Context: an optimization exercise on an open-source flow, tuned for small area, a short achievable clock period and few clock cycles per item. The choices shown serve that exercise and are no tape-out recipe.
In this exercise RTL edits were held to simulation tests only and were not proved equivalent to the original.
Power is estimated from default activity; no workload was simulated.

## pine
## lwm_core
module lwm_core (
    input  wire        clk,
    input  wire        rst,           
    input  wire        bus_valid,
    input  wire        bus_write,
    input  wire [5:0]  bus_addr,      
    input  wire [1:0]  bus_size,      
    input  wire [31:0] bus_wdata,
    output reg         bus_ready,
    output reg         bus_err,
    output reg  [31:0] bus_rdata
);
    localparam integer K  = 3;             
    localparam integer WW = 35 + K;        
    localparam [31:0] ID_VALUE = 32'h4C574D01;
    localparam [7:0] OP_TOFIX = 8'h01, OP_FROMFIX = 8'h02, OP_QCONV = 8'h03,
                     OP_QADD = 8'h08, OP_QSUB = 8'h09, OP_QMUL = 8'h0A,
                     OP_QDIV = 8'h0B, OP_QADDI = 8'h0C, OP_QSUBI = 8'h0D,
                     OP_QMULI = 8'h0E, OP_QDIVI = 8'h0F, OP_GADD = 8'h10,
                     OP_GSUB = 8'h11, OP_GMUL = 8'h12, OP_GDIV = 8'h13,
                     OP_ISQRT = 8'h18, OP_FSQRT = 8'h19, OP_TRIG = 8'h20,
                     OP_CLARKE = 8'h21, OP_PARK = 8'h22, OP_REVPARK = 8'h23;
    localparam [4:0] S_IDLE = 5'd0,  S_SH  = 5'd1,  S_SH2 = 5'd2,  S_G2  = 5'd3,
                     S_G3   = 5'd4,  S_DIV = 5'd5,  S_DFIN = 5'd6, S_SQ1 = 5'd7,
                     S_SQP  = 5'd8,  S_ND  = 5'd9,  S_M0  = 5'd10, S_M1  = 5'd11,
                     S_M2   = 5'd12, S_M3  = 5'd13, S_M4  = 5'd14, S_MQ  = 5'd15,
                     S_TRC  = 5'd16, S_TRS = 5'd17, S_PKC = 5'd18, S_PK1 = 5'd19,
                     S_PK2  = 5'd20, S_PK3 = 5'd21, S_PK4 = 5'd22, S_PK5 = 5'd23,
                     S_CK0  = 5'd24, S_CK1 = 5'd25, S_CK2 = 5'd26, S_SQX = 5'd27, S_G4 = 5'd28, S_SA = 5'd29;
    localparam signed [17:0] KSQ3 = 18'sd18918;
    function [5:0] clz32;               
        input [31:0] v;
        reg z16, z8, z4, z2, z1;
        reg [15:0] v16;
        reg [7:0]  v8;
        reg [3:0]  v4;
        reg [1:0]  v2;
        begin
            z16 = (v[31:16] == 16'd0);  v16 = z16 ? v[15:0]  : v[31:16];
  ...
clock: 17.0 ns
lec_check: 0
abc_area: 1
cap_margin: 20
core_margin: 2
core_utilization: 35
gpl_routability_driven: 1
place_density: 0.5
slew_margin: 20
standard.sh (not shown) runs the stock make flow with config.mk's settings and CLKGATE_MAP_FILE= SYNTH_SCRIPT=/design/flow/synth_recipe.tcl, a recipe that flattens the netlist after the stock synthesis.
==> flow/flow/run.sh <==
#!/bin/bash
set -euo pipefail
bash standard.sh SETUP_SLACK_MARGIN=8.5 finish > flow_standard.log 2>&1
Testbench counts of pine, summed over its fixed seeds: cycles 98,054, items 12,000.
> inputs changed (pine -> birch)
--- a/flow/design.v
+++ b/flow/design.v
@@ -472,14 +472,16 @@
     reg [31:0]   qp, qn;                  
     reg [31:0]   Dn;                      
     reg [17:0]   creg;                    
     reg  [6:0]   Lrem;                    
     reg [K-1:0]  fm;                      
     reg          first;                   
     reg  [5:0]   xclz;                    
+    reg  [5:0]   aclz;                    
+    reg          aclz_ok;                 
     reg          neg;                     
     reg  [2:0]   iter;                    
     reg          flg;                     
     reg          ckv;                     
     wire       acc_ok = (bus_size == 2'd2) && (bus_addr[1:0] == 2'b00);
     wire [3:0] ra     = bus_addr[5:2];
     wire       wr     = bus_valid && acc_ok && bus_write;
@@ -510,14 +512,15 @@
     reg         fprod;                    
     always @(*) begin
         fv    = opa;
         fe    = 7'sd0;
         fprod = 1'b0;
         case (st)
             S_ND, S_G4, S_SQX, S_SQ1: begin fv = nv; fe = -$signed({1'b0, fclz}); end
+            S_IDLE: begin fv = ab_a; fe = -$signed({1'b0, aclz}); end     
             S_SH: begin
                 case (c_op)
                     OP_TOFIX, OP_FSQRT: begin fv = opa; fe = -$signed({2'b0, c_qa}); end
                     OP_QADDI, OP_QSUBI: begin fv = opb; fe = -$signed({2'b0, c_qa}); end
                     OP_FROMFIX:         begin fv = opa; fe =  $signed({2'b0, c_qa}); end
                     default:            begin fv = opa; fe = $signed({2'b0, c_qa}) - $signed({2'b0, c_qr}); end
                 endcase
@@ -694,17 +697,22 @@
                   (oh[S_DIV] & sq_stop) | (oh[S_SQP] & (iter == 3'd6));
     always @(*) begin
         if (idle)    bus_ready = !(bus_write && acc_ok && ra == 4'd2) || w_zw;
         else if (b1) bus_ready = !acc_ok || (!bus_write && !(ra == 4'd9 && p1));
         else         bus_ready = finish;
     end
     wire div_setup = oh[S_ND] || oh[S_SQ1];
+    wire nrm_a = cmd_wr && aclz_ok &&
+                 (w_op == OP_QDIV || w_op == OP_QDIVI || w_op == OP_ISQRT);
     always @(posedge clk) begin
+        aclz    <= clz32(ab_a);
+        aclz_ok <= idle && !rst && !(wr && ra == 4'd4);
         if (idle) begin
-            treg  <= ab_a;                                     
+            treg  <= nrm_a ? fs_out : ab_a;                    
+            if (nrm_a) xclz <= aclz;
             xr    <= opa;                                      
             Dn    <= ab_b;                                     
             iter  <= 3'd2;
             neg   <= opa[31] ^ opb[31];
             flg   <= 1'b0;
         end
         if (div_setup) begin
@@ -756,14 +764,16 @@
         if (oh[S_PKC] | oh[S_PK1] | oh[S_PK2] | oh[S_PK3] |
             (idle && cmd_wr && w_op[7:1] == 7'h11))              
             creg <= {{2{rom_v[15]}}, rom_v};
         else if (idle && cmd_wr && w_op == OP_CLARKE)
             creg <= ck;
         else if (oh[S_M1] | oh[S_M2])
             creg <= {{2{opb[31]}}, opb[31:16]};
+        else if (idle && cmd_wr && w_op == OP_ISQRT)
+            creg <= {1'b0, s1i[16:0]};
         else if (oh[S_SQX])
             creg <= {1'b0, s1f[16:0]};
         else if (oh[S_SQP])
             creg <= {1'b0, sq_n[16:0]};
         else if (idle && wr && ra == 4'd5)
             creg <= {2'b00, bus_wdata[15:0]};
         else
@@ -804,19 +814,19 @@
                                 OP_TOFIX, OP_FROMFIX, OP_QCONV, OP_QADDI, OP_QSUBI,
                                 OP_GADD, OP_GSUB, OP_GDIV, OP_FSQRT: begin st <= S_SH; oh <= ohf(S_SH); end
                                 OP_QMUL, OP_QMULI, OP_GMUL: begin st <= S_M1; oh <= ohf(S_M1); end
                                 OP_QDIV, OP_QDIVI: begin
                                     if (opb == 32'd0) begin
                                         if (!fault) begin fault <= 1'b1; cz <= 2'd2; end
                                     end else
-                                        begin st <= S_G4; oh <= ohf(S_G4); end
+                                        begin st <= aclz_ok ? S_ND : S_G4; oh <= ohf(aclz_ok ? S_ND : S_G4); end
                                 end
                                 OP_ISQRT: begin
                                     res0 <= s1i[31:0];
-                                    if (!s1i[32]) begin st <= S_SQX; oh <= ohf(S_SQX); end
+                                    if (!s1i[32]) begin st <= aclz_ok ? S_SQ1 : S_SQX; oh <= ohf(aclz_ok ? S_SQ1 : S_SQX); end
                                 end
                                 OP_TRIG: begin
                                     if (!ang_c) begin
                                         res0 <= {{16{rom_v[15]}}, rom_v};
                                         begin st <= S_TRS; oh <= ohf(S_TRS); end
                                     end else
                                         begin st <= S_TRC; oh <= ohf(S_TRC); end
- In birch, total power is higher than in pine.
- Setup slack: birch less than pine
- Higher slew at the pin closest to its max-slew limit was reported by birch, not pine.
- birch: flow complete, layout not clean; failing: capacitance limit, slew limit
- birch against pine: area of all placed cells without fillers climbed 0.0024 mm^2, power dissipated in combinational cells climbed about 43%.
- birch ended up with a higher number of antenna diodes than pine did.
Testbench counts of birch, summed over its fixed seeds: cycles 97,244, items 12,000.

[static timing again, ports no longer ideal]
The results above use ideal ports. As a check the final layouts listed here were re-extracted and re-timed, cells and wires unchanged. Step 1: set_driving_cell puts a clkbuf_16 on clk and a buf_2 on each other input, an assumption about the parent block. Step 2 times the ports against the registers' clock, not the clock port: input delays grow and output delays shrink by t, the midpoint of the rising clock arrivals with the driver on. a / b / c = ideal ports / drivers / drivers and shift; a / b = the first two.
| run | shift t [ns] | slack for setup (ns) | latest minus earliest clock arrival (ns) | slew at the worst register clock pin (ns) |
|---|---|---|---|---|
| pine | 0.841 | 8.445 / 8.439 / 7.917 | 0.066 / 0.066 | 0.09 / 0.09 |
| birch | 0.837 | 8.092 / 7.994 / 7.764 | 0.079 / 0.079 | 0.09 / 0.09 |
For pine, which loses most, drivers alone change the setup slack by -0.006 ns; drivers and shift together by -0.528 ns.
